This design comes from an exercise in tuning for a short achievable clock period and few clock cycles per item on the open sky130 flow, not from production work. The RTL was checked by simulation tests, not by an equivalence proof against the original design. Power and IR drop assume default switching activity.

**config.mk**
```make
export PLATFORM = sky130hd
export DESIGN_NAME = mppc_tokdec
export DESIGN_NICKNAME = mppc_tokdec
export VERILOG_FILES = /design/flow/design.v
export SDC_FILE = /design/flow/constraint.sdc
export NUM_CORES = 4
export LEC_CHECK = 0
export CAP_MARGIN = 20
export CORE_MARGIN = 2
export CORE_UTILIZATION = 40
export SLEW_MARGIN = 20
```
**design.v**
```verilog
module mppc_tokdec (
    input  wire        clk,
    input  wire        rst,
    input  wire        in_valid,
    output wire        in_ready,
    input  wire [31:0] in_data,
    input  wire        in_last,
    input  wire [1:0]  in_bytes,
    output reg         out_valid,
    input  wire        out_ready,
    output reg  [1:0]  out_type,
    output reg  [7:0]  out_lit,
    output reg  [12:0] out_off,
    output reg  [12:0] out_len
);
    localparam [1:0] T_LIT = 2'd0, T_MATCH = 2'd1, T_END_OK = 2'd2, T_END_ERR = 2'd3;
    localparam [1:0] S_TOK = 2'd0, S_LEN = 2'd1, S_DRAIN = 2'd2;
    reg [63:0] bits;       
    reg [6:0]  cnt;        
    reg        ended;      
    reg [1:0]  state;
    reg [13:0] off_r;      
    wire can_emit = !out_valid || out_ready;
    assign in_ready = (state == S_DRAIN) ? 1'b1 : (!ended && cnt <= 7'd32);
    wire in_fire = in_valid && in_ready;
    wire [2:0]  in_nbytes = in_last ? ({1'b0, in_bytes} + 3'd1) : 3'd4;
    reg  [31:0] in_masked;
    always @(*) begin
        case (in_nbytes)
            3'd1:    in_masked = {in_data[31:24], 24'd0};
            3'd2:    in_masked = {in_data[31:16], 16'd0};
            3'd3:    in_masked = {in_data[31:8], 8'd0};
            default: in_masked = in_data;
        endcase
    end
    reg        tok_go;         
    reg [5:0]  use_tok;
    reg        tok_lit;        
    reg [7:0]  tok_lit_val;
    reg        tok_off;        
    reg [13:0] tok_off_val;
    reg        tok_end_ok;
    reg        tok_err;
    always @(*) begin
        tok_go = 1'b0; use_tok = 6'd0; tok_lit = 1'b0; tok_lit_val = 8'd0;
        tok_off = 1'b0; tok_off_val = 14'd0; tok_end_ok = 1'b0; tok_err = 1'b0;
        if (cnt < 7'd8) begin
            tok_end_ok = ended;
        end else if (!bits[63]) begin
            tok_go = 1'b1; use_tok = 6'd8; tok_lit = 1'b1; tok_lit_val = bits[63:56];
        end else if (!bits[62]) begin
            if (cnt >= 7'd9) begin
                tok_go = 1'b1; use_tok = 6'd9; tok_lit = 1'b1;
                tok_lit_val = {1'b1, bits[61:55]};
            end else begin
                tok_err = ended;
            end
        end else if (bits[63:60] == 4'hF) begin
            if (cnt >= 7'd10) begin
                tok_go = 1'b1; use_tok = 6'd10; tok_off = 1'b1;
                tok_off_val = {8'd0, bits[59:54]};
            end else begin
                tok_err = ended;
            end
        end else if (bits[63:60] == 4'hE) begin
            if (cnt >= 7'd12) begin
                tok_go = 1'b1; use_tok = 6'd12; tok_off = 1'b1;
                tok_off_val = 14'd64 + {6'd0, bits[59:52]};
            end else begin
                tok_err = ended;
            end
        end else begin
            if (cnt >= 7'd16) begin
                tok_go = 1'b1; use_tok = 6'd16; tok_off = 1'b1;
                tok_off_val = 14'd320 + {1'b0, bits[60:48]};
            end else begin
                tok_err = ended;
            end
        end
    end
    reg [3:0]  ones;           
    always @(*) begin
        casez (bits[63:52])
            12'b0???????????: ones = 4'd0;
            12'b10??????????: ones = 4'd1;
            12'b110?????????: ones = 4'd2;
            12'b1110????????: ones = 4'd3;
            12'b11110???????: ones = 4'd4;
            12'b111110??????: ones = 4'd5;
            12'b1111110?????: ones = 4'd6;
            12'b11111110????: ones = 4'd7;
            12'b111111110???: ones = 4'd8;
            12'b1111111110??: ones = 4'd9;
            12'b11111111110?: ones = 4'd10;
            12'b111111111110: ones = 4'd11;
            default:          ones = 4'd12;
        endcase
    end
    wire [3:0]  len_k     = ones + 4'd1;
    wire [5:0]  len_width = (ones == 4'd0) ? 6'd1 : {1'b0, len_k, 1'b0};
    wire [11:0] len_window = bits[(63 - len_k) -: 12];
    wire [11:0] len_field  = len_window >> (4'd12 - len_k);
    wire [13:0] len_val    = (ones == 4'd0) ? 14'd3
                           : ((14'd1 << len_k) + {2'd0, len_field});
    wire        len_twelve = (ones == 4'd12);
    wire        len_have   = !len_twelve && ({1'b0, len_width} <= cnt);
    wire        off_bad    = (off_r == 14'd0) || (off_r > 14'd8191);
    reg [5:0] use_bits;
    always @(*) begin
        use_bits = 6'd0;
        if (state == S_TOK && can_emit && tok_go)
            use_bits = use_tok;
        else if (state == S_LEN && can_emit && len_have)
            use_bits = len_width;
    end
    wire [63:0] bits_used = bits << use_bits;
    wire [6:0]  cnt_used  = cnt - {1'b0, use_bits};
    always @(posedge clk) begin
        if (rst) begin
            bits      <= 64'd0;
            cnt       <= 7'd0;
            ended     <= 1'b0;
            state     <= S_TOK;
            off_r     <= 14'd0;
            out_valid <= 1'b0;
            out_type  <= T_LIT;
            out_lit   <= 8'd0;
            out_off   <= 13'd0;
            out_len   <= 13'd0;
        end else begin
            if (out_valid && out_ready)
                out_valid <= 1'b0;
            if (state != S_DRAIN) begin
                if (in_fire) begin
                    bits  <= bits_used | ({in_masked, 32'd0} >> cnt_used);
                    cnt   <= cnt_used + {1'b0, in_nbytes, 3'd0};
                    ended <= in_last;
                end else begin
                    bits <= bits_used;
                    cnt  <= cnt_used;
                end
            end
            case (state)
                S_TOK: if (can_emit) begin
                    if (tok_lit) begin
                        out_valid <= 1'b1;
                        out_type  <= T_LIT;
                        out_lit   <= tok_lit_val;
                    end else if (tok_off) begin
                        off_r <= tok_off_val;
                        state <= S_LEN;
                    end else if (tok_end_ok || tok_err) begin
                        out_valid <= 1'b1;
                        out_type  <= tok_end_ok ? T_END_OK : T_END_ERR;
                        bits  <= 64'd0;
                        cnt   <= 7'd0;
                        ended <= 1'b0;
                    end
                end
                S_LEN: if (can_emit) begin
                    if (len_have && !off_bad) begin
                        out_valid <= 1'b1;
                        out_type  <= T_MATCH;
                        out_off   <= off_r[12:0];
                        out_len   <= len_val[12:0];
                        state     <= S_TOK;
                    end else if (len_have || len_twelve || ended) begin
                        out_valid <= 1'b1;
                        out_type  <= T_END_ERR;
                        bits  <= 64'd0;
                        cnt   <= 7'd0;
                        state <= (ended || (in_fire && in_last)) ? S_TOK : S_DRAIN;
                        ended <= 1'b0;
                    end
                end
                S_DRAIN: begin
                    if (in_fire && in_last)
                        state <= S_TOK;
                end
                default: state <= S_TOK;
            endcase
        end
    end
endmodule
```
**constraint.sdc**
```tcl
create_clock -name core_clock -period 10.0 [get_ports {clk}]
set_input_delay 2.0000 -clock core_clock [delete_from_list [all_inputs] [get_ports {clk}]]
set_output_delay 2.0000 -clock core_clock [all_outputs]
set_load 0.01 [all_outputs]
```
**run.sh**
```bash
#!/bin/bash
# synth_recipe.tcl (not shown) runs the flow's synth.tcl, then flattens the netlist and writes it again
# the make line also repeats each setting of config.mk as NAME=value (left out here)
make -C /OpenROAD-flow-scripts/flow DESIGN_CONFIG=/design/flow/config.mk WORK_HOME=/design/flow/orfs CLKGATE_MAP_FILE= SYNTH_SCRIPT=/design/flow/synth_recipe.tcl finish
```
==> results of run 1 <==
==> metal layers <==
metal / GRT usage (%) / share of wire [%] / up-vias
li1: - / - / 7971
met1: 39.96 / 42 / 8373
met2: 50.30 / 46 / 839
met4: 13.41 / 4.0 / 0
met3: 4.799 / 7.2 / 156
met5: 0 / 0 / -
==> cell families after synthesis <==
family,synth area share (%)
adder cells (fa/ha/maj),3.181
AO/OA/AOI/OAI,27.48
buffers and inverters,6.580
flip-flops,15.59
AND/OR/NAND/NOR,18.78
XOR/XNOR,1.037
multiplexers,27.34
==> worst register-to-register path, delay by kind of cell (launching register included) <==
| kind | cells | cell delay (ns) |
|---|---|---|
| AO/OA/AOI/OAI | 11 | 3.07 |
| AND/OR/NAND/NOR | 8 | 2.02 |
| buffers and inverters | 6 | 1.56 |
| adder cells (fa/ha/maj) | 5 | 1.49 |
| flip-flops | 1 | 0.88 |
| multiplexers | 1 | 0.10 |
==> power groups by stage <==
stage | sequential [mW] | clock [mW] | combinational (mW)
finish | 0.942 | 0.628 | 4.55
global route | 0.950 | 0.655 | 4.85
CTS | 0.921 | 0.631 | 4.42
detailed placement | 0.932 | 0 | 4.40
global placement | 0.932 | 0 | 4.42
floorplan | 0.749 | 0 | 3.22
==> path summary, 6_finish.rpt <==
kind	from	end	slack, ns	cells past startpoint
max reg2reg	bits[59]	bits[22]	0.72	31
min reg2reg	out_len[2]	out_len[2]	0.45	2
min	out_len[2]	out_len[2]	0.45	2
max	bits[59]	bits[22]	0.72	31
==> flip-flops by register name (all words and copies together) (netlist names) <==
signal	flops
off_r	14
cnt	7
out_type	2
out_valid	1
ended	1
out_len	13
out_off	13
state	2
out_lit	8
bits	64
==> stage by stage <==
step,hold WS [ns],instance area [um2],setup WS [ns],cells,total power [mW]
final,0.4482,17640,0.7181,2607,6.119
after global routing,0.4694,17640,0.08433,2607,6.456
after CTS,0.4522,17620,0.6972,2607,5.973
after detailed placement,0.4427,17050,0.7830,2575,5.330
after global placement,0.4412,17050,0.8081,2575,5.350
after floorplan,0.4383,16050,0.6700,2133,3.974
==> final cells by class <==
cell class	instances	area (um2)	share of cell area, %
Multi-Input combinational cell	1759	12620	71.56
Sequential cell	125	2502	14.19
Timing Repair Buffer	123	1121	6.357
Tap cell	525	656.9	3.725
Clock buffer	17	425.4	2.412
Inverter	43	161.4	0.9152
Clock inverter	15	147.6	0.8372
==> synthesized netlist by cell type, types with 14 or more instances <==
| cell | count | area, um2 |
|---|---|---|
| a211oi_1 | 60 | 450.4 |
| a21oi_1 | 161 | 805.8 |
| a221oi_1 | 14 | 122.6 |
| a311oi_1 | 17 | 148.9 |
| a31oi_1 | 42 | 262.8 |
| and2_1 | 16 | 100.1 |
| and3_1 | 29 | 181.4 |
| buf_1 | 16 | 60.06 |
| buf_2 | 46 | 230.2 |
| buf_4 | 14 | 105.1 |
| clkbuf_1 | 128 | 480.5 |
| dfxtp_1 | 125 | 2502 |
| ha_1 | 36 | 450.4 |
| inv_1 | 32 | 120.1 |
| mux2_2 | 28 | 315.3 |
| mux2i_1 | 354 | 3543 |
| mux4_2 | 21 | 473.0 |
| nand2_1 | 221 | 829.6 |
| nand3_1 | 59 | 295.3 |
| nor2_1 | 139 | 521.8 |
| nor3_1 | 56 | 280.3 |
| nor4_1 | 15 | 93.84 |
| o211ai_1 | 22 | 165.2 |
| o21ai_0 | 85 | 425.4 |
| o21ai_1 | 61 | 305.3 |
| o22ai_1 | 24 | 150.1 |
| o31ai_1 | 15 | 112.6 |
| or3_1 | 15 | 93.84 |
==> flow_summary.json, run 1 <==
{
  "status": "timing/DRC/antenna clean",
  "grt_pass1_wl_um": 99820,
  "drt_pass1_iterations": 8,
  "via_per_inst": 6.651,
  "synth_edf_count": 0,
  "hold_buffers": 0,
  "grt_remaining_overflow": 0,
  "yosysWarnings": 1,
  "p_per_area_nw_per_um2": 346.9,
  "nets": 2147,
  "start_kind": "flop",
  "core_area_um2": 39640,
  "initial_core_util_pct": 40.48,
  "cp_common_cell": "ha_1",
  "synth_area_per_cell_um2": 7.524,
  "finalCriticalPeriod_ns": 9.282,
  "ant_nets": 0,
  "hpwlAfterDp_um": 49050,
  "yosysUniqueCellTypes": 103,
  "yosysSeqAreaShare_pct": 15.59,
  "path_class": "flop to flop",
  "p_comb_share_pct": 74.3,
  "finalClockSkew_ns": 0.01501,
  "drtIter0Drc": 2060,
  "cp_slowest_stage_delay_ns": 0.88,
  "drc": 0,
  "route.vias.total": 17340,
  "crit_family": "compound AO/OA/AOI/OAI gates",
  "ctsRootBufferMaster": "clkbuf_16",
  "ios": 77,
  "synth_area_um2": 16050,
  "setup.worst_path.end_class": "flop",
  "p_int_mw": 2.581,
  "peakVddDrop_uv": 279.9,
  "rsz0062_at_grt": "no",
  "cap_violations": 0,
  "cts.htree.levels": 4,
  "grt_pass1_vias": 16390,
  "path_clk_slew_ns": 0.07,
  "cpMaxStageDelayCell": "dfxtp_1",
  "arrival_ns": 9.61,
  "antenna_found_initial": 0,
  "slew_viol_final": 0,
  "final_common_cell": "mux2i_1",
  "worst-path-buf-inv": 6,
  "tritoncts": "built",
  "p_clk_share_pct": 10.3,
  "setup_violations": 0,
  "grt_max_degree": 84,
  "async_flop_share_pct": 0,
  "clk_path_buf_depth": 2,
  "grt_usage_pct": 30.76,
  "dieHeight_um": 204.3,
  "max_freq_ghz": 0.1077,
  "relSlewSlack_pct": 33.34,
  "finalWirelength_um": 65630,
  "num_rows": 73,
  "insertion_delay_ns": 0.46,
  "wire_per_inst_um": 25.17,
  "tns_ns": 0,
  "sequentialPowerShare_pct": 15.4,
  "synth_fp_nets": 2211,
  "fin_util_pct": 44.49,
  "drive_gt1_share_pct": 9.318,
  "critPathRequiredTime_ns": 10.33,
  "clock_sinks": 125,
  "leakage_nw": 6.728,
  "port_buffers": 76,
  "tightest_slew_ns": 0.9981,
  "fill_cells": 4091,
  "place_congestion": 0.9841,
  "yosys_most_used_dff": "dfxtp_1",
  "cts_buffers": 17,
  "cts_setup_buffers": 0,
  "die_x_um": 204.3,
  "p_switching_mw": 3.538,
  "area_delta_synth_final_pct": 9.894,
  "postCtsResizedCells": 0,
  "post-route-period-util_pct": 92.82,
  "hold_path_class": "flop to flop",
  "dieArea_um2": 41740,
  "num_antenna_cells": 0,
  "postSynthCellCount": 2133,
  "synth_seq_cells": 125,
  "crit_fanout": 30,
  "swShare_pct": 57.82,
  "final_cell_mix": "mux2i_1, nand2_1, a21oi_1",
  "final_hold_viol_count": 0
}
Testbench counts, summed over its fixed seeds: cycles 28,377, tokens 19,554.
==> inputs of run 2 (changes only) <==
--- a/config.mk
+++ b/config.mk
@@ -8,4 +8,5 @@
 export CAP_MARGIN = 20
 export CORE_MARGIN = 2
 export CORE_UTILIZATION = 40
+export SETUP_SLACK_MARGIN = 5
 export SLEW_MARGIN = 20
==> flow_summary.json, run 2 <==
{
  "status": "timing/DRC/antenna clean",
  "rsz0062_at_grt": "yes",
  "leakage_nw": 8.219,
  "grt_max_degree": 64,
  "yosysWarnings": 1,
  "tightest_slew_ns": 0.9655,
  "place_congestion": 1.021,
  "synth_area_per_cell_um2": 7.524,
  "final_hold_viol_count": 0,
  "arrival_ns": 7.03,
  "synth_commonest_cells": "mux2i_1, nand2_1, a21oi_1, nor2_1, clkbuf_1",
  "ff2ff_path_depth": 27,
  "cp_slowest_stage_delay_ns": 0.94,
  "hpwlAfterDp_um": 46920,
  "drc": 0,
  "tritoncts": "built",
  "hold_buffers": 0,
  "cts_buffers": 17,
  "synth_area_leader_cell": "mux2i_1",
  "p_switching_mw": 4.356,
  "timing.rr.start": "bits[58]",
  "drtIter0Drc": 2416,
  "p_int_mw": 3.805,
  "fill_cells": 3651,
  "initial_core_util_pct": 40.48,
  "grt_pass1_wl_um": 104500,
  "synth_edf_count": 0,
  "relSlewSlack_pct": 35.25,
  "synth_area_leaders": "mux2i_1, dfxtp_1, nand2_1, a21oi_1, nor2_1",
  "critPathRequiredTime_ns": 10.34,
  "cap_violations": 0,
  "antenna_found_initial": 1,
  "regMostFlops": "bits",
  "yosys_most_used_dff": "dfxtp_1",
  "drive_gt1_share_pct": 30.59,
  "min_from": "out_len[2]",
  "path_clk_slew_ns": 0.07,
  "cts.htree.levels": 4,
  "grt_usage_pct": 32.19,
  "insertion_delay_ns": 0.44,
  "worst-path-buf-inv": 5,
  "reg.largest.list": "bits: 64 flops, off_r: 14 flops",
  "port_buffers": 76,
  "fin_util_pct": 54.56,
  "grt_remaining_overflow": 0,
  "finalClockSkew_ns": 0.009048,
  "swShare_pct": 53.38,
  "yosysUniqueCellTypes": 103,
  "max_freq_ghz": 0.1494,
  "route.vias.total": 18870,
  "sequentialPowerShare_pct": 11.4,
  "largest_register_ffs": 64,
  "ctsRootBufferMaster": "clkbuf_16",
  "clk_path_buf_depth": 2,
  "cpMaxStageDelayCell": "fa_4",
  "timing.rr.end": "bits[6]",
  "crit_path_end": "bits[6]",
  "synth_seq_cells": 125,
  "synth_fp_nets": 2211,
  "area_delta_synth_final_pct": 34.78,
  "cp.depth": 27,
  "start_kind": "flop",
  "synth_area_um2": 16050,
  "slew_viol_final": 0,
  "yosysSeqAreaShare_pct": 15.59,
  "synth.most_common_cell": "mux2i_1",
  "drt_pass1_iterations": 8,
  "hold_path_class": "flop to flop",
  "synth_top_cell_area_share_pct": 22.08,
  "dieArea_um2": 41740,
  "grt_pass1_vias": 17390,
  "finalWirelength_um": 71460,
  "num_rows": 73,
  "startpoint": "bits[58]",
  "p_clk_share_pct": 7.8,
  "cp_common_cell": "buf_4",
  "crit_family": "simple AND/OR/NAND/NOR gates",
  "final_cell_mix": "mux2i_1, nand2_1, buf_4",
  "num_antenna_cells": 0,
  "crit_fanout": 16,
  "path_class": "flop to flop",
  "p_comb_share_pct": 80.7,
  "ant_nets": 0,
  "setup_violations": 0,
  "wire_per_inst_um": 25.46,
  "ios": 77,
  "setup.worst_path.end_class": "flop",
  "peakVddDrop_uv": 423.9,
  "nets": 2347,
  "post-route-period-util_pct": 66.92,
  "via_per_inst": 6.721,
  "postSynthCellCount": 2133,
  "r2r_slack_ns": 3.31,
  "p_per_area_nw_per_um2": 377.3,
  "dieHeight_um": 204.3,
  "tns_ns": 0,
  "total_power_mw": 8.161,
  "async_flop_share_pct": 0,
  "final_common_cell": "mux2i_1",
  "core_area_um2": 39640,
  "clock_sinks": 125,
  "die_x_um": 204.3,
  "finalCriticalPeriod_ns": 6.692
}
## run 2: cell types whose count changed in the layout (fill, tap and decap cells not counted), sizes merged, moves of 2 or more
cell | before | now
clkbuf | 17 | 19
buf | 48 | 229
bufinv | 0 | 3
or2 | 10 | 14
bufbuf | 0 | 6
## run 2: power by group through the flow
stage | clock [mW] | combinational [mW] | sequential (mW)
after floorplan | 0 | 3.56 | 0.754
after global placement | 0 | 4.44 | 0.934
after detailed placement | 0 | 4.45 | 0.941
after CTS | 0.644 | 5.52 | 0.904
after global routing | 0.665 | 6.87 | 0.939
final | 0.641 | 6.59 | 0.933
## run 2: timing repair
action / 4_1_cts / 5_1_grt
setup buffers: 123 / 66
setup endpoints to repair: 103 / 99
pin swaps: 79 / 81
gates cloned: 14 / 6
gates resized for setup: 256 / 163
endpoints found under the hold margin: 0 / 0
## run 2: how the worst min path moves through the flow
stage	cells after the start	slack, ns	to
finish	2	0.45	out_len[2]
global route	2	0.47	out_len[2]
CTS	2	0.45	out_len[2]
detailed placement	2	0.44	out_len[2]
global placement	2	0.44	out_len[3]
floorplan	2	0.44	out_off[7]
## run 2: cell type report
type | instances | area (um2) | share of cell area (%)
multi-input cells | 1766 | 14530 | 67.18
repair buffers | 312 | 3023 | 13.98
flip-flops and latches | 125 | 2531 | 11.70
well taps | 525 | 656.9 | 3.037
clock buffers | 17 | 425.4 | 1.967
inverters | 43 | 262.8 | 1.215
clock inverters | 15 | 167.7 | 0.7751
repair inverters | 4 | 31.28 | 0.1446
## run 2: cell families after synthesis
family / after synthesis / share of synthesized area, %
buffers and inverters: 249 / 6.580
adder cells (fa/ha/maj): 39 / 3.181
AND/OR/NAND/NOR: 632 / 18.78
flip-flops: 125 / 15.59
multiplexers: 408 / 27.34
AO/OA/AOI/OAI: 661 / 27.48
XOR/XNOR: 19 / 1.037
## run 2: metal layers
layer	wire length, um	vias to the layer above	part of all wire (%)	track usage, %
met1	29060	9038	41	42.17
met3	6382	299	8.9	5.931
li1	-	8375	-	-
met2	31930	1153	45	51.50
met5	0	-	0	0
met4	4097	0	5.7	14.08
## run 2: worst min-delay path, delay by kind of cell (launching register included)
| family | cells | cell delay (ns) |
|---|---|---|
| AOI/OAI and AO/OA | 1 | 0.05 |
| DFF | 1 | 0.31 |
| and+or+nand+nor | 1 | 0.05 |
## run 2: through the flow
stage          setup WS, ns  hold WS [ns]  instance area [um2]  std cells
2_1_floorplan         2.987        0.4383                16810       2133
3_3_place_gp          1.503        0.4385                17340       2566
3_5_place_dp          1.353        0.4443                17340       2566
4_1_cts               3.533        0.4530                20220       2735
6_report              3.308        0.4493                21630       2807
5_1_grt               3.136        0.4668                21630       2807
==> inputs of run 3 (changes only) <==
--- a/design.v
+++ b/design.v
@@ -105,10 +105,41 @@
     wire        len_twelve = (ones == 4'd12);
     wire        len_have   = !len_twelve && ({1'b0, len_width} <= cnt);
     wire        off_bad    = (off_r == 14'd0) || (off_r > 14'd8191);
+    wire [63:0] fb = (bits[63:60] == 4'hF) ? (bits << 10)
+                   : (bits[63:60] == 4'hE) ? (bits << 12) : (bits << 16);
+    wire [5:0] f_olen = (bits[63:60] == 4'hF) ? 6'd10 : (bits[63:60] == 4'hE) ? 6'd12 : 6'd16;
+    reg [3:0] fones;
+    always @(*) begin
+        casez (fb[63:52])
+            12'b0???????????: fones = 4'd0;
+            12'b10??????????: fones = 4'd1;
+            12'b110?????????: fones = 4'd2;
+            12'b1110????????: fones = 4'd3;
+            12'b11110???????: fones = 4'd4;
+            12'b111110??????: fones = 4'd5;
+            12'b1111110?????: fones = 4'd6;
+            12'b11111110????: fones = 4'd7;
+            12'b111111110???: fones = 4'd8;
+            12'b1111111110??: fones = 4'd9;
+            12'b11111111110?: fones = 4'd10;
+            12'b111111111110: fones = 4'd11;
+            default:          fones = 4'd12;
+        endcase
+    end
+    wire [3:0]  f_k      = fones + 4'd1;
+    wire [5:0]  f_width  = (fones == 4'd0) ? 6'd1 : {1'b0, f_k, 1'b0};
+    wire [11:0] f_window = fb[(63 - f_k) -: 12];
+    wire [11:0] f_field  = f_window >> (4'd12 - f_k);
+    wire [13:0] f_len    = (fones == 4'd0) ? 14'd3 : ((14'd1 << f_k) + {2'd0, f_field});
+    wire [6:0]  f_need   = {1'b0, f_olen} + {1'b0, f_width};
+    wire        f_bad    = (tok_off_val == 14'd0) || (tok_off_val > 14'd8191);
+    wire        f_go     = tok_off && (fones != 4'd12) && (f_need <= cnt) && !f_bad;
     reg [5:0] use_bits;
     always @(*) begin
         use_bits = 6'd0;
-        if (state == S_TOK && can_emit && tok_go)
+        if (state == S_TOK && can_emit && f_go)
+            use_bits = f_need[5:0];
+        else if (state == S_TOK && can_emit && tok_go)
             use_bits = use_tok;
         else if (state == S_LEN && can_emit && len_have)
             use_bits = len_width;
@@ -146,6 +177,11 @@
                         out_valid <= 1'b1;
                         out_type  <= T_LIT;
                         out_lit   <= tok_lit_val;
+                    end else if (f_go) begin
+                        out_valid <= 1'b1;
+                        out_type  <= T_MATCH;
+                        out_off   <= tok_off_val[12:0];
+                        out_len   <= f_len[12:0];
                     end else if (tok_off) begin
                         off_r <= tok_off_val;
                         state <= S_LEN;
==> flow_summary.json, run 3 <==
{
  "tritoncts": "built",
  "postSynthCellCount": 2980,
  "final_cell_mix": "nand2_1, nor2_1, mux2i_1",
  "cpMaxStageDelayCell": "dfxtp_1",
  "via_per_inst": 6.998,
  "drive_gt1_share_pct": 26.37,
  "largest_register_ffs": 64,
  "synth_area_per_cell_um2": 6.952,
  "route.vias.total": 26840,
  "area_delta_synth_final_pct": 30.29,
  "rsz0062_at_grt": "yes",
  "r2r_slack_ns": 1.53,
  "synth_fp_nets": 3091,
  "yosysWarnings": 1,
  "cp_slowest_stage_delay_ns": 0.65,
  "clock_sinks": 125,
  "relSlewSlack_pct": 24.84,
  "leakage_nw": 10.81,
  "p_per_area_nw_per_um2": 353.0,
  "finalCriticalPeriod_ns": 8.465,
  "hpwlAfterDp_um": 83410,
  "dieHeight_um": 231.6,
  "synth.most_common_cell": "nand2_1",
  "drtIter0Drc": 3685,
  "antenna_found_initial": 5,
  "ctsRootBufferMaster": "clkbuf_16",
  "status": "timing/DRC/antenna clean",
  "hold_buffers": 0,
  "ios": 77,
  "grt_pass1_wl_um": 170300,
  "final_common_cell": "nand2_1",
  "synth_area_leader_cell": "mux2i_1",
  "drt_pass1_iterations": 8,
  "reg.largest.list": "bits: 64 flops, off_r: 14 flops",
  "setup_violations": 0,
  "wire_per_inst_um": 30.64,
  "slew_viol_final": 0,
  "yosysSeqAreaShare_pct": 12.08,
  "worst-path-buf-inv": 8,
  "cap_violations": 0,
  "cts.htree.levels": 4,
  "core_area_um2": 51300,
  "finalWirelength_um": 117500,
  "num_rows": 83,
  "synth_edf_count": 0,
  "critPathRequiredTime_ns": 10.38,
  "max_freq_ghz": 0.1181,
  "peakVddDrop_uv": 294.9,
  "crit_family": "adder cells",
  "synth_commonest_cells": "nand2_1, mux2i_1, nor2_1, a21oi_1, o21ai_0",
  "register_area_um2": 2521,
  "yosysUniqueCellTypes": 113,
  "tns_ns": 0,
  "fin_area_um2": 26990,
  "arrival_ns": 8.84,
  "setup.worst_path.end_class": "flop",
  "final_hold_viol_count": 0,
  "whs_ns": 0.4794,
  "tightest_slew_ns": 1.123,
  "start_kind": "flop",
  "path_clk_slew_ns": 0.07,
  "post-route-period-util_pct": 84.65,
  "path_class": "flop to flop",
  "crit_fanout": 6,
  "fill_cells": 5025,
  "initial_core_util_pct": 40.38,
  "multiInputGateArea_um2": 18960,
  "grt_remaining_overflow": 0,
  "port_buffers": 76,
  "finalClockSkew_ns": 0.02304,
  "cts_buffers": 17,
  "grt_max_degree": 57,
  "dieArea_um2": 53630,
  "cp_common_cell": "ha_4",
  "yosys_most_used_dff": "dfxtp_1",
  "nets": 3253,
  "regMostFlops": "bits",
  "ant_nets": 0,
  "synth_area_um2": 20720,
  "die_x_um": 231.6,
  "placed_area_um2": 22570,
  "grt_pass1_vias": 25290,
  "hold_path_class": "flop to flop",
  "drc": 0,
  "clk_path_buf_depth": 2,
  "insertion_delay_ns": 0.49,
  "place_congestion": 1.070,
  "synth_seq_cells": 125,
  "synth_area_leaders": "mux2i_1, dfxtp_1, nand2_1, nor2_1, a21oi_1",
  "async_flop_share_pct": 0,
  "grt_usage_pct": 42.37,
  "synth_top_cell_area_share_pct": 15.46
}
==> run 3: cell count changes in the layout (fill, tap and decap cells not counted), sizes merged, moves of 32 or more <==
cell	delta
nor2	+182
nand2	+122
buf	+87
a21oi	+68
a22oi	+50
nor3	+44
o21ai	+44
o22ai	+38
inv	+35
mux2i	-32
nand3	+32
==> run 3: timing repair <==
item | in CTS | in global routing
endpoints found under the setup margin | 117 | 117
buffers inserted | 118 | 54
pin swaps | 146 | 86
cloned | 12 | 4
resized for setup | 363 | 156
==> run 3: metrics by stage <==
stage               worst slack (ns)  power, mW  utilization (%)  std cells
finish                         1.535      9.529            52.61       3836
global route                   1.252      9.849            52.61       3836
CTS                            1.660      8.424            50.35       3777
detailed placement            0.4947      6.558            43.99       3615
global placement              0.6371      6.569            43.99       3615
floorplan                     0.6500      4.583                -       2980
==> run 3: where the power goes <==
part	total, mW	switching [mW]	internal, mW
clock network	0.685	0.309	0.377
registers	0.980	0.352	0.628
logic	7.86	4.77	3.10
total	9.53	5.43	4.10
==> run 3: kinds of logic after synthesis <==
logic type	Yosys count	share of synthesized area, %
AO/OA/AOI/OAI	969	31.67
buffers and inverters	335	7.012
AND/OR/NAND/NOR	1060	23.28
adder cells (fa/ha/maj)	72	4.530
flip-flops	125	12.08
multiplexers	381	19.82
XOR/XNOR	38	1.607
==> run 3: layout make-up <==
class                      count  area share [%]
antenna                        1        0.009271
clock buffer                  17           1.576
clock inverter                15          0.6583
inverter                      71           1.298
multi-input combinational   2528           70.26
sequential                   125           9.341
tap                          680           3.152
timing repair buffer         395           13.56
timing repair inverter         4          0.1391
==> run 3: tightest hold or removal path: cells and delay by family, from the launching register on <==
| family | cells | cell delay [ns] |
|---|---|---|
| flops | 1 | 0.32 |
| simple gates | 1 | 0.06 |
| compound gates | 1 | 0.05 |
==> run 3: worst paths after layout <==
kind | from | end | cells after the start
min reg2reg | out_len[0] | out_len[0] | 2
min | out_len[0] | out_len[0] | 2
max | bits[40] | bits[41] | 41
max reg2reg | bits[40] | bits[41] | 41
==> run 3: layer usage <==
metal	track usage [%]	share of wire (%)	vias up
met5	0	0.023	-
met4	27.88	7.7	4
met3	10.62	10	488
met2	65.20	43	1707
met1	52.31	39	13040
li1	-	-	11600
Testbench counts of run 3, summed over its fixed seeds: cycles 20,251, tokens 19,554.
==> inputs of run 4 (changes only) <==
--- a/design.v
+++ b/design.v
@@ -163,7 +163,7 @@
                 out_valid <= 1'b0;
             if (state != S_DRAIN) begin
                 if (in_fire) begin
-                    bits  <= bits_used | ({in_masked, 32'd0} >> cnt_used);
+                    bits  <= (bits | ({in_masked, 32'd0} >> cnt)) << use_bits;
                     cnt   <= cnt_used + {1'b0, in_nbytes, 3'd0};
                     ended <= in_last;
                 end else begin
==> flow_summary.json, run 4 <==
{
  "status": "finished with violations",
  "so_faults": "max-capacitance violations, max-slew violations",
  "fin_util_pct": 59.18,
  "crit_path_end": "out_len[11]",
  "finalCriticalPeriod_ns": 7.376,
  "post-route-period-util_pct": 73.76,
  "initial_core_util_pct": 40.63,
  "p_comb_share_pct": 84.6,
  "grt_usage_pct": 44.41,
  "wire_per_inst_um": 33.11,
  "cts_buffers": 17,
  "nets": 3391,
  "total_power_mw": 10.62,
  "drt_pass1_iterations": 7,
  "ctsRootBufferMaster": "clkbuf_16",
  "peakVddDrop_uv": 302.0,
  "wl_met3_um": 16670,
  "start_kind": "flop",
  "area_delta_synth_final_pct": 45.64,
  "num_rows": 84,
  "preCtsSetupSlack_ns": 0.5514,
  "relSlewSlack_pct": -1.132,
  "place_congestion": 1.048,
  "largest_register_ffs": 64,
  "path_class": "flop to flop",
  "ff2ff_path_depth": 32,
  "hpwlAfterDp_um": 87570,
  "cap_violations": 1,
  "postSynthCellCount": 3007,
  "async_flop_share_pct": 0,
  "synth_edf_count": 0,
  "setup_slack_ns": 2.624,
  "drtIter0Drc": 4931,
  "insertion_delay_ns": 0.46,
  "wl_met2_um": 54860,
  "ios": 77,
  "synth_area_um2": 21440,
  "placed_cells": 3584,
  "p_switching_mw": 5.950,
  "slew_viol_final": 5,
  "setup_violations": 0,
  "finalClockSkew_ns": 0.01564,
  "setup.worst_path.end_class": "flop",
  "synth_area_leaders": "dfxtp_1, mux2i_1, nand2_1, nor2_1, mux4_2",
  "final_cells": 3985,
  "swShare_pct": 56.03,
  "arrival_ns": 7.72,
  "yosysUniqueCellTypes": 103,
  "yosysWarnings": 1,
  "timing.rr.end": "out_len[11]",
  "clk_path_buf_depth": 2,
  "ant_nets": 0,
  "drive_gt1_share_pct": 35.65,
  "regMostFlops": "bits",
  "p_int_mw": 4.669,
  "finalWirelength_um": 131900,
  "tns_ns": 0,
  "final_hold_viol_count": 0,
  "fill_cells": 4713,
  "grt_pass1_vias": 26810,
  "crit_fanout": 17,
  "grt_remaining_overflow": 0,
  "final_common_cell": "nand2_1",
  "synth.most_common_cell": "nand2_1",
  "p_per_area_nw_per_um2": 340.1,
  "cp_slowest_stage_delay_ns": 0.55,
  "p_clk_share_pct": 6.5,
  "synth_fp_nets": 3118,
  "synth_area_leader_cell": "dfxtp_1",
  "synth_area_per_cell_um2": 7.129,
  "synth_commonest_cells": "nand2_1, nor2_1, mux2i_1, a21oi_1, clkbuf_1",
  "dieHeight_um": 235.5,
  "cpMaxStageDelayCell": "mux2i_1",
  "whs_ns": 0.4816,
  "highest_layer": "met5",
  "synth_top_cell_area_share_pct": 11.67,
  "leakage_nw": 11.44,
  "via_per_inst": 7.313,
  "startpoint": "bits[45]",
  "core_area_um2": 52760,
  "die_x_um": 235.5,
  "yosysSeqAreaShare_pct": 11.67,
  "sequentialPowerShare_pct": 8.9,
  "grt_pass1_wl_um": 184700,
  "reg.largest.list": "bits: 64 flops, off_r: 14 flops",
  "fin_area_um2": 31220,
  "rsz0062_at_grt": "yes",
  "dieArea_um2": 55460,
  "antenna_found_initial": 5,
  "hold_path_class": "flop to flop",
  "synth_seq_cells": 125,
  "clock_sinks": 125,
  "max_freq_ghz": 0.1356,
  "port_buffers": 76,
  "cts.htree.levels": 4,
  "critPathRequiredTime_ns": 10.34,
  "wl_met1_um": 47400,
  "tritoncts": "built",
  "placed_area_um2": 23230,
  "final_cell_mix": "nand2_1, buf_4, nor2_1",
  "tightest_slew_ns": 1.508,
  "route.vias.total": 29140,
  "path_clk_slew_ns": 0.07,
  "r2r_slack_ns": 2.62,
  "yosys_most_used_dff": "dfxtp_1",
  "timing.rr.start": "bits[45]",
  "grt_max_degree": 60,
  "cp_common_cell": "a21oi_2",
  "drc": 0
}
[run 4: cell types whose count changed in the layout (fill, tap and decap cells not counted), sizes merged, moves of 30 or more]
cell	change
buf	+111
mux2i	-80
mux2	+44
o22ai	-31
a22oi	-30
mux4	+30
[run 4: cell type report]
| cell class | count | area, um2 | area share (%) |
|---|---|---|---|
| Inverter | 76 | 337.8 | 1.082 |
| Multi-Input combinational cell | 2546 | 21420 | 68.59 |
| Antenna cell | 4 | 10.01 | 0.03206 |
| Tap cell | 688 | 860.8 | 2.757 |
| Sequential cell | 125 | 2554 | 8.179 |
| Timing Repair Buffer | 514 | 5434 | 17.40 |
| Clock inverter | 13 | 166.4 | 0.5330 |
| Clock buffer | 19 | 442.9 | 1.419 |
[run 4: routing by layer]
metal	global-route usage, %	up-vias
met5	0	-
met4	32.60	2
met3	12.54	755
met2	66.74	2391
met1	54.18	13950
li1	-	12040
[run 4: cells by family after synthesis]
kind of cell	synth area share, %
adder cells (fa/ha/maj)	4.378
XOR/XNOR	1.716
AND/OR/NAND/NOR	22.12
buffers and inverters	6.805
multiplexers	20.90
flip-flops	11.67
AO/OA/AOI/OAI	32.41
[run 4: worst min path at each step]
stage | startpoint | endpoint | slack, ns | depth (start not counted)
floorplan | off_r[13] | off_r[13] | 0.46 | 2
global placement | out_len[1] | out_len[1] | 0.46 | 2
detailed placement | out_len[1] | out_len[1] | 0.47 | 2
CTS | out_len[1] | out_len[1] | 0.48 | 2
global route | out_len[1] | out_len[1] | 0.51 | 2
finish | out_type[1] | out_type[1] | 0.48 | 2
[run 4: critical path, delay by kind of cell, from the launching register on]
| family | cells | cell delay (ns) |
|---|---|---|
| flip-flops | 1 | 0.39 |
| buffers and inverters | 5 | 0.85 |
| AO/OA/AOI/OAI | 18 | 3.94 |
| adder cells (fa/ha/maj) | 2 | 0.52 |
| AND/OR/NAND/NOR | 4 | 0.62 |
| multiplexers | 2 | 0.65 |
| XOR/XNOR | 1 | 0.25 |
[run 4: power by group through the flow]
stage                     combinational [mW]  sequential (mW)  clock [mW]
after floorplan                         4.18            0.700           0
after global placement                  6.04            0.930           0
after detailed placement                6.01            0.936           0
after CTS                               7.70            0.899       0.682
after global routing                    9.20            0.931       0.702
final                                   8.99            0.948       0.686
[run 4: repair_timing]
action	CTS	global route
pin swaps	111	141
buffers inserted	216	111
setup endpoints to repair	118	117
cloned	35	2
hold buffers	0	0
gates resized for setup	574	259
Testbench counts of run 4, summed over its fixed seeds: cycles 20,251, tokens 19,554.
==> inputs of run 5 (changes only) <==
--- a/config.mk
+++ b/config.mk
@@ -5,8 +5,8 @@
 export SDC_FILE = /design/flow/constraint.sdc
 export NUM_CORES = 4
 export LEC_CHECK = 0
-export CAP_MARGIN = 20
+export CAP_MARGIN = 45
 export CORE_MARGIN = 2
 export CORE_UTILIZATION = 40
 export SETUP_SLACK_MARGIN = 5
-export SLEW_MARGIN = 20
+export SLEW_MARGIN = 45
==> flow_summary.json, run 5 <==
{
  "status": "timing/DRC/antenna clean",
  "leakage_nw": 11.12,
  "tightest_slew_ns": 1.386,
  "reg.largest.list": "bits: 64 flops, off_r: 14 flops",
  "p_per_area_nw_per_um2": 342.0,
  "swShare_pct": 55.95,
  "die_x_um": 235.5,
  "final_cell_mix": "nand2_1, nor2_1, buf_4",
  "slew_viol_final": 0,
  "synth_commonest_cells": "nand2_1, nor2_1, mux2i_1, a21oi_1, clkbuf_1",
  "via_per_inst": 7.265,
  "startpoint": "bits[45]",
  "grt_remaining_overflow": 0,
  "synth_top_family_by_area": "compound AO/OA/AOI/OAI gates",
  "hpwlAfterDp_um": 87680,
  "crit_path_end": "bits[47]",
  "cts.htree.levels": 4,
  "final_hold_viol_count": 0,
  "dieArea_um2": 55460,
  "register_area_um2": 2557,
  "path_class": "flop to flop",
  "rsz0062_at_grt": "yes",
  "p_comb_share_pct": 85.0,
  "yosys_most_used_dff": "dfxtp_1",
  "setup.worst_path.end_class": "flop",
  "finalCriticalPeriod_ns": 7.410,
  "synth_area_um2": 21440,
  "cts_buffers": 17,
  "antenna_found_initial": 4,
  "post-route-period-util_pct": 74.10,
  "peakVddDrop_uv": 267.7,
  "postSynthCellCount": 3007,
  "tns_ns": 0,
  "synth_mux_area_share_pct": 20.90,
  "synth_compound_area_share_pct": 32.41,
  "synth_fp_nets": 3118,
  "grt_max_degree": 60,
  "p_clk_share_pct": 5.9,
  "arrival_ns": 7.76,
  "path_clk_slew_ns": 0.07,
  "synth.most_common_cell": "nand2_1",
  "multiInputGateArea_um2": 21140,
  "dieHeight_um": 235.5,
  "insertion_delay_ns": 0.46,
  "synth_area_leader_cell": "dfxtp_1",
  "tritoncts": "built",
  "hold_buffers": 0,
  "grt_pass1_wl_um": 180800,
  "regMostFlops": "bits",
  "place_congestion": 1.048,
  "grt_pass1_vias": 26500,
  "ctsRootBufferMaster": "clkbuf_16",
  "yosysSeqAreaShare_pct": 11.67,
  "clock_sinks": 125,
  "synth_seq_cells": 125,
  "synth_area_per_cell_um2": 7.129,
  "timing.rr.end": "bits[47]",
  "synth_fa_ha_area_share_pct": 4.378,
  "yosysWarnings": 1,
  "ant_nets": 0,
  "synth_xor_area_share_pct": 1.716,
  "initial_core_util_pct": 40.63,
  "finalWirelength_um": 128600,
  "ff2ff_path_depth": 37,
  "area_delta_synth_final_pct": 42.23,
  "setup_violations": 0,
  "fill_cells": 4745,
  "cap_violations": 0,
  "core_area_um2": 52760,
  "port_buffers": 76,
  "timing.rr.start": "bits[45]",
  "sequentialPowerShare_pct": 9.0,
  "num_rows": 84,
  "max_freq_ghz": 0.1349,
  "p_switching_mw": 5.834,
  "cp_slowest_stage_delay_ns": 0.43,
  "drtIter0Drc": 4505,
  "synth_area_leaders": "dfxtp_1, mux2i_1, nand2_1, nor2_1, mux4_2",
  "grt_usage_pct": 43.47,
  "largest_register_ffs": 64,
  "start_kind": "flop",
  "nets": 3357,
  "p_int_mw": 4.593,
  "cpMaxStageDelayCell": "mux4_2",
  "final_common_cell": "nand2_1",
  "route.vias.total": 28690,
  "hold_path_class": "flop to flop",
  "crit_fanout": 11,
  "drt_pass1_iterations": 8,
  "drive_gt1_share_pct": 35.32,
  "fin_util_pct": 57.79,
  "synth_edf_count": 0,
  "drc": 0,
  "synthSimpleGateAreaFrac_pct": 22.12,
  "critPathRequiredTime_ns": 10.35,
  "synth_top_cell_area_share_pct": 11.67,
  "cp_common_cell": "buf_6",
  "min_from": "out_len[1]",
  "relSlewSlack_pct": 7.103,
  "ios": 77,
  "clk_path_buf_depth": 2,
  "finalClockSkew_ns": 0.01257,
  "wire_per_inst_um": 32.57,
  "async_flop_share_pct": 0,
  "yosysUniqueCellTypes": 103,
  "r2r_slack_ns": 2.59
}
run 5: changes by cell type in the layout (fill, tap and decap cells not counted), sizes merged:
cell,delta
bufbuf,-2
clkbuf,+3
nor2,-1
nand2,-1
diode,-2
bufinv,-2
inv,+2
clkdlybuf4s18,+1
or2,-1
buf,-31
clkinv,-2
run 5: worst min-delay path by stage:
stage                 endpoint  slack, ns  cells past startpoint
global placement    out_len[1]       0.46                      2
detailed placement  out_len[1]       0.47                      2
floorplan            off_r[13]       0.46                      2
CTS                 out_len[1]       0.48                      2
global route        out_len[1]       0.49                      2
finish              out_len[1]       0.48                      2
run 5: through the flow:
step	power [mW]	hold slack, ns	setup slack [ns]	instances	area, um2
CTS	9.166	0.4807	2.927	3850	28380
detailed placement	6.967	0.4740	0.8957	3588	23370
finish	10.43	0.4764	2.590	3949	30490
floorplan	4.880	0.4579	2.230	3007	22350
global route	10.68	0.4937	2.468	3948	30490
global placement	6.965	0.4633	0.4585	3584	23220
run 5: power groups by stage:
stage	registers, mW	logic (mW)	clock network [mW]
6_report	0.942	8.87	0.619
3_3_place_gp	0.930	6.04	0
2_1_floorplan	0.700	4.18	0
5_1_grt	0.926	9.12	0.635
3_5_place_dp	0.935	6.03	0
4_1_cts	0.903	7.65	0.611
run 5: cell families after synthesis:
family                     Yosys count
AOI/OAI and AO/OA                  997
xor gates and xnor gates            42
adders and majority gates           72
buffers and inverters              353
DFF                                125
muxes                              375
and+or+nand+nor                   1043
run 5: area by class of cell:
type                    instances  area share [%]
diodes                          2         0.01641
clock buffers                  21           1.477
clock inverters                11          0.3078
inverters                      76           1.092
multi-input cells            2543           69.32
flip-flops and latches        125           8.388
well taps                     688           2.823
repair buffers                483           16.58
run 5: routing by layer:
| layer | part of all wire [%] | wire length (um) | global-route usage [%] | vias to the layer above |
|---|---|---|---|---|
| li1 | - | - | - | 11930 |
| met4 | 9.3 | 11930 | 34.14 | 2 |
| met5 | 0.010 | 13 | 0 | - |
| met3 | 12 | 15300 | 10.38 | 673 |
| met1 | 37 | 47520 | 53.90 | 13790 |
| met2 | 42 | 53860 | 64.68 | 2299 |
run 5: worst max-delay path: cells and delay by family (launching register included):
kind	cells	cell delay, ns
AOI/OAI and AO/OA	11	1.96
buffers and inverters	12	1.54
and+or+nand+nor	7	1.28
muxes	3	1.10
adders and majority gates	4	1.00
DFF	1	0.40
run 5: repair_timing:
action,CTS,global route
buffers inserted,204,92
pin swaps,115,150
cloned,26,4
resized for setup,507,258
endpoints found under the setup margin,118,118
==> inputs of run 6 (changes only) <==
--- a/design.v
+++ b/design.v
@@ -105,35 +105,48 @@
     wire        len_twelve = (ones == 4'd12);
     wire        len_have   = !len_twelve && ({1'b0, len_width} <= cnt);
     wire        off_bad    = (off_r == 14'd0) || (off_r > 14'd8191);
-    wire [63:0] fb = (bits[63:60] == 4'hF) ? (bits << 10)
-                   : (bits[63:60] == 4'hE) ? (bits << 12) : (bits << 16);
-    wire [5:0] f_olen = (bits[63:60] == 4'hF) ? 6'd10 : (bits[63:60] == 4'hE) ? 6'd12 : 6'd16;
-    reg [3:0] fones;
-    always @(*) begin
-        casez (fb[63:52])
-            12'b0???????????: fones = 4'd0;
-            12'b10??????????: fones = 4'd1;
-            12'b110?????????: fones = 4'd2;
-            12'b1110????????: fones = 4'd3;
-            12'b11110???????: fones = 4'd4;
-            12'b111110??????: fones = 4'd5;
-            12'b1111110?????: fones = 4'd6;
-            12'b11111110????: fones = 4'd7;
-            12'b111111110???: fones = 4'd8;
-            12'b1111111110??: fones = 4'd9;
-            12'b11111111110?: fones = 4'd10;
-            12'b111111111110: fones = 4'd11;
-            default:          fones = 4'd12;
+    function [3:0] ones12(input [11:0] v);
+        casez (v)
+            12'b0???????????: ones12 = 4'd0;
+            12'b10??????????: ones12 = 4'd1;
+            12'b110?????????: ones12 = 4'd2;
+            12'b1110????????: ones12 = 4'd3;
+            12'b11110???????: ones12 = 4'd4;
+            12'b111110??????: ones12 = 4'd5;
+            12'b1111110?????: ones12 = 4'd6;
+            12'b11111110????: ones12 = 4'd7;
+            12'b111111110???: ones12 = 4'd8;
+            12'b1111111110??: ones12 = 4'd9;
+            12'b11111111110?: ones12 = 4'd10;
+            12'b111111111110: ones12 = 4'd11;
+            default:          ones12 = 4'd12;
         endcase
-    end
-    wire [3:0]  f_k      = fones + 4'd1;
-    wire [5:0]  f_width  = (fones == 4'd0) ? 6'd1 : {1'b0, f_k, 1'b0};
-    wire [11:0] f_window = fb[(63 - f_k) -: 12];
-    wire [11:0] f_field  = f_window >> (4'd12 - f_k);
-    wire [13:0] f_len    = (fones == 4'd0) ? 14'd3 : ((14'd1 << f_k) + {2'd0, f_field});
-    wire [6:0]  f_need   = {1'b0, f_olen} + {1'b0, f_width};
-    wire        f_bad    = (tok_off_val == 14'd0) || (tok_off_val > 14'd8191);
-    wire        f_go     = tok_off && (fones != 4'd12) && (f_need <= cnt) && !f_bad;
+    endfunction
+    function [13:0] lenval(input [23:0] v, input [3:0] o);
+        reg [3:0]  k;
+        reg [11:0] win, fld;
+        begin
+            k   = o + 4'd1;
+            win = v[(23 - k) -: 12];
+            fld = win >> (4'd12 - k);
+            lenval = (o == 4'd0) ? 14'd3 : ((14'd1 << k) + {2'd0, fld});
+        end
+    endfunction
+    function [6:0] need(input [5:0] olen, input [3:0] o);
+        need = {1'b0, olen} + ((o == 4'd0) ? 7'd1 : {2'd0, o + 4'd1, 1'b0});
+    endfunction
+    wire [3:0]  o6 = ones12(bits[53:42]);
+    wire [3:0]  o8 = ones12(bits[51:40]);
+    wire [3:0]  o13 = ones12(bits[47:36]);
+    wire        is6  = (bits[63:60] == 4'hF);
+    wire        is8  = (bits[63:60] == 4'hE);
+    wire        ok6  = (o6 != 4'd12)  && (need(6'd10, o6)  <= cnt) && (bits[59:54] != 6'd0);
+    wire        ok8  = (o8 != 4'd12)  && (need(6'd12, o8)  <= cnt);
+    wire        ok13 = (o13 != 4'd12) && (need(6'd16, o13) <= cnt) && (bits[60:48] < 13'd7872);
+    wire [6:0]  f_need = is6 ? need(6'd10, o6) : is8 ? need(6'd12, o8) : need(6'd16, o13);
+    wire [13:0] f_len  = is6 ? lenval(bits[53:30], o6) : is8 ? lenval(bits[51:28], o8)
+                             : lenval(bits[47:24], o13);
+    wire        f_go   = tok_off && (is6 ? ok6 : is8 ? ok8 : ok13);
     reg [5:0] use_bits;
     always @(*) begin
         use_bits = 6'd0;
--- a/config.mk
+++ b/config.mk
@@ -5,8 +5,8 @@
 export SDC_FILE = /design/flow/constraint.sdc
 export NUM_CORES = 4
 export LEC_CHECK = 0
-export CAP_MARGIN = 45
+export CAP_MARGIN = 20
 export CORE_MARGIN = 2
 export CORE_UTILIZATION = 40
 export SETUP_SLACK_MARGIN = 5
-export SLEW_MARGIN = 45
+export SLEW_MARGIN = 20
==> flow_summary.json, run 6 <==
{
  "route.vias.total": 31050,
  "swShare_pct": 55.90,
  "clock_sinks": 125,
  "dieArea_um2": 62680,
  "num_rows": 90,
  "final_common_cell": "buf_4",
  "startpoint": "bits[54]",
  "grt_pass1_wl_um": 176900,
  "yosys_most_used_dff": "dfxtp_1",
  "crit_path_end": "bits[44]",
  "grt_pass1_vias": 28360,
  "synth_area_leaders": "mux2i_1, dfxtp_1, ha_1, nand2_1, nor2_1",
  "use_met2_pct": 53.55,
  "ctsRootBufferMaster": "clkbuf_16",
  "sequentialPowerShare_pct": 7.8,
  "critPathRequiredTime_ns": 10.31,
  "timing.rr.end": "bits[44]",
  "timing.rr.start": "bits[54]",
  "synth_area_per_cell_um2": 7.265,
  "hold_path_class": "flop to flop",
  "cts.htree.levels": 4,
  "place_congestion": 1.028,
  "busiest_layer": "met2",
  "post-route-period-util_pct": 68.01,
  "met3_usage_pct": 10.33,
  "status": "timing/DRC/antenna clean",
  "synth_top_cell_area_share_pct": 15.58,
  "tritoncts": "built",
  "clk_path_buf_depth": 2,
  "ant_nets": 0,
  "path_class": "flop to flop",
  "dieHeight_um": 250.4,
  "setup_violations": 0,
  "tns_ns": 0,
  "p_int_mw": 5.116,
  "synth_seq_cells": 125,
  "initial_core_util_pct": 40.37,
  "leakage_nw": 13.31,
  "regMostFlops": "bits",
  "die_x_um": 250.4,
  "slew_viol_final": 0,
  "met1_usage_pct": 44.69,
  "finalWirelength_um": 124600,
  "yosysUniqueCellTypes": 115,
  "insertion_delay_ns": 0.49,
  "r2r_slack_ns": 3.20,
  "grt_remaining_overflow": 0,
  "cp_slowest_stage_delay_ns": 0.92,
  "synth_area_leader_cell": "mux2i_1",
  "p_switching_mw": 6.484,
  "p_comb_share_pct": 86.7,
  "hpwlAfterDp_um": 78110,
  "postSynthCellCount": 3342,
  "rsz0062_at_grt": "yes",
  "drt_pass1_iterations": 17,
  "cpMaxStageDelayCell": "a21oi_4",
  "drtIter0Drc": 5284,
  "worst-path-buf-inv": 9,
  "synth.most_common_cell": "mux2i_1",
  "port_buffers": 76,
  "wire_per_inst_um": 28.06,
  "final_hold_viol_count": 0,
  "final_cells": 4442,
  "area_delta_synth_final_pct": 41.68,
  "largest_register_ffs": 64,
  "peakVddDrop_uv": 266.3,
  "crit_family": "compound AO/OA/AOI/OAI gates",
  "synth_edf_count": 0,
  "drive_gt1_share_pct": 34.33,
  "synth_commonest_cells": "mux2i_1, nand2_1, nor2_1, a21oi_1, o21ai_0",
  "p_per_area_nw_per_um2": 337.2,
  "reg.largest.list": "bits: 64 flops, off_r: 14 flops",
  "nets": 3805,
  "min_from": "out_off[8]",
  "synth_area_um2": 24280,
  "relSlewSlack_pct": 22.64,
  "p_clk_share_pct": 5.4,
  "arrival_ns": 7.12,
  "grt_usage_pct": 36.25,
  "drc": 0,
  "tightest_slew_ns": 1.160,
  "cap_violations": 0,
  "cp.depth": 27,
  "antenna_found_initial": 7,
  "finalClockSkew_ns": 0.03280,
  "yosysSeqAreaShare_pct": 10.31,
  "grt_max_degree": 67,
  "final_cell_mix": "buf_4, nand2_1, nor2_1",
  "yosysWarnings": 1,
  "hold_buffers": 0,
  "async_flop_share_pct": 0,
  "ios": 77,
  "cts_buffers": 17,
  "core_area_um2": 60130,
  "via_per_inst": 6.990,
  "path_clk_slew_ns": 0.08,
  "crit_fanout": 32,
  "setup.worst_path.end_class": "flop",
  "synth_fp_nets": 3504,
  "max_freq_ghz": 0.1470,
  "ff2ff_path_depth": 27,
  "start_kind": "flop",
  "placed_cells": 3990,
  "finalCriticalPeriod_ns": 6.801
}
-- run 6: cell count changes after synthesis, moves of 19 or more --
cell	delta
mux2i_1	+139
mux4_2	-20
o221ai_1	-24
o21ai_1	+29
and3_1	+19
ha_1	+50
nand3_1	+25
clkbuf_1	-27
buf_2	+29
-- run 6: power by group through the flow --
stage / logic [mW] / registers, mW / clock network (mW)
after floorplan: 5.06 / 0.718 / 0
after CTS: 8.47 / 0.857 / 0.627
after detailed placement: 6.63 / 0.886 / 0
final: 10.1 / 0.910 / 0.629
after global placement: 6.65 / 0.884 / 0
after global routing: 10.4 / 0.905 / 0.649
-- run 6: layout make-up --
class	count	area (um2)
sequential	125	2574
timing repair buffer	543	5510
inverter	83	401.6
multi-input combinational	2869	24330
clock buffer	17	425.4
fill	5197	25730
clock inverter	15	130.1
tap	782	978.4
antenna	4	10.01
timing repair inverter	4	35.03
-- run 6: per-layer routing --
layer | vias up | part of all wire (%)
met4 | 10 | 9.1
met2 | 2391 | 41
met5 | - | 0.19
met3 | 804 | 13
met1 | 14570 | 36
li1 | 13280 | -
-- run 6: worst min path at each step --
stage | endpoint | cells past startpoint
6_report | out_off[8] | 2
5_1_grt | bits[3] | 2
4_1_cts | bits[3] | 2
3_5_place_dp | out_lit[7] | 2
3_3_place_gp | out_lit[7] | 2
2_1_floorplan | bits[3] | 2
-- run 6: kinds of logic (layout without fill, tap and decap cells) --
group / Yosys count / count (layout) / synth area share [%]
other cells: 0 / 4 / 0
xor+xnor: 65 / 65 / 2.376
compound gates: 1043 / 1044 / 29.70
fa+ha+maj: 123 / 123 / 6.524
flops: 125 / 125 / 10.31
simple gates: 1117 / 1128 / 21.46
mux: 508 / 509 / 22.97
buf+inv: 361 / 662 / 6.653
-- run 6: worst register-to-register path, delay by kind of cell, from the launching register on --
family                     cells  cell delay, ns
AOI/OAI and AO/OA              8            2.93
and+or+nand+nor                7            1.70
buffers and inverters          9            1.06
adders and majority gates      3            0.58
DFF                            1            0.38
-- run 6: what timing repair did --
action                                 4_1_cts  5_1_grt
gates cloned                                30        9
gates resized for setup                    579      315
setup endpoints to repair                  118      116
endpoints found under the hold margin        0        0
setup buffers                              255      122
pin swaps                                  169      180
-- run 6: stage by stage --
stage | power [mW] | util [%] | setup slack (ns) | area, um2 | hold WS (ns)
floorplan | 5.778 | - | 3.165 | 25410 | 0.4544
global placement | 7.535 | 43.22 | 1.697 | 25990 | 0.4629
detailed placement | 7.512 | 43.22 | 1.531 | 25990 | 0.4722
CTS | 9.954 | 53.02 | 3.458 | 31880 | 0.4926
global route | 11.91 | 57.19 | 3.053 | 34390 | 0.5145
finish | 11.60 | 57.20 | 3.199 | 34400 | 0.4964
Testbench counts of run 6, summed over its fixed seeds: cycles 20,251, tokens 19,554.

[what the ideal ports hide]
How much do the figures lean on ideal ports? The routed layouts below were timed once more, with nothing changed but the port constraints.
Step 1: set_driving_cell puts a clkbuf_16 on clk and a buf_2 on each other input, an assumption about the parent block.
Step 2, shift: input delay + t, output delay - t, t = (earliest + latest rising clock arrival at the registers) / 2. This alone moves slack from input paths to output paths.
Slacks: ideal / step 1 / step 2; pairs: ideal / step 1.
run	t (ns)	slack for setup (ns)	slew at the worst register clock pin (ns)	worst slew at a driven data input, ns
run 1	0.502	0.718 / 0.718 / 0.718	0.07 / 0.07	0.04
run 2	0.493	3.308 / 3.308 / 3.308	0.07 / 0.07	0.05
run 3	0.534	1.535 / 1.535 / 1.535	0.08 / 0.08	0.04
run 4	0.510	2.624 / 2.624 / 2.528	0.07 / 0.07	0.05
run 5	0.516	2.590 / 2.590 / 2.590	0.07 / 0.07	0.04
run 6	0.528	3.199 / 3.199 / 3.140	0.09 / 0.09	0.05
The setup slack of run 4, which loses most, moves by 0.000 ns with the drivers and by -0.096 ns with both steps.
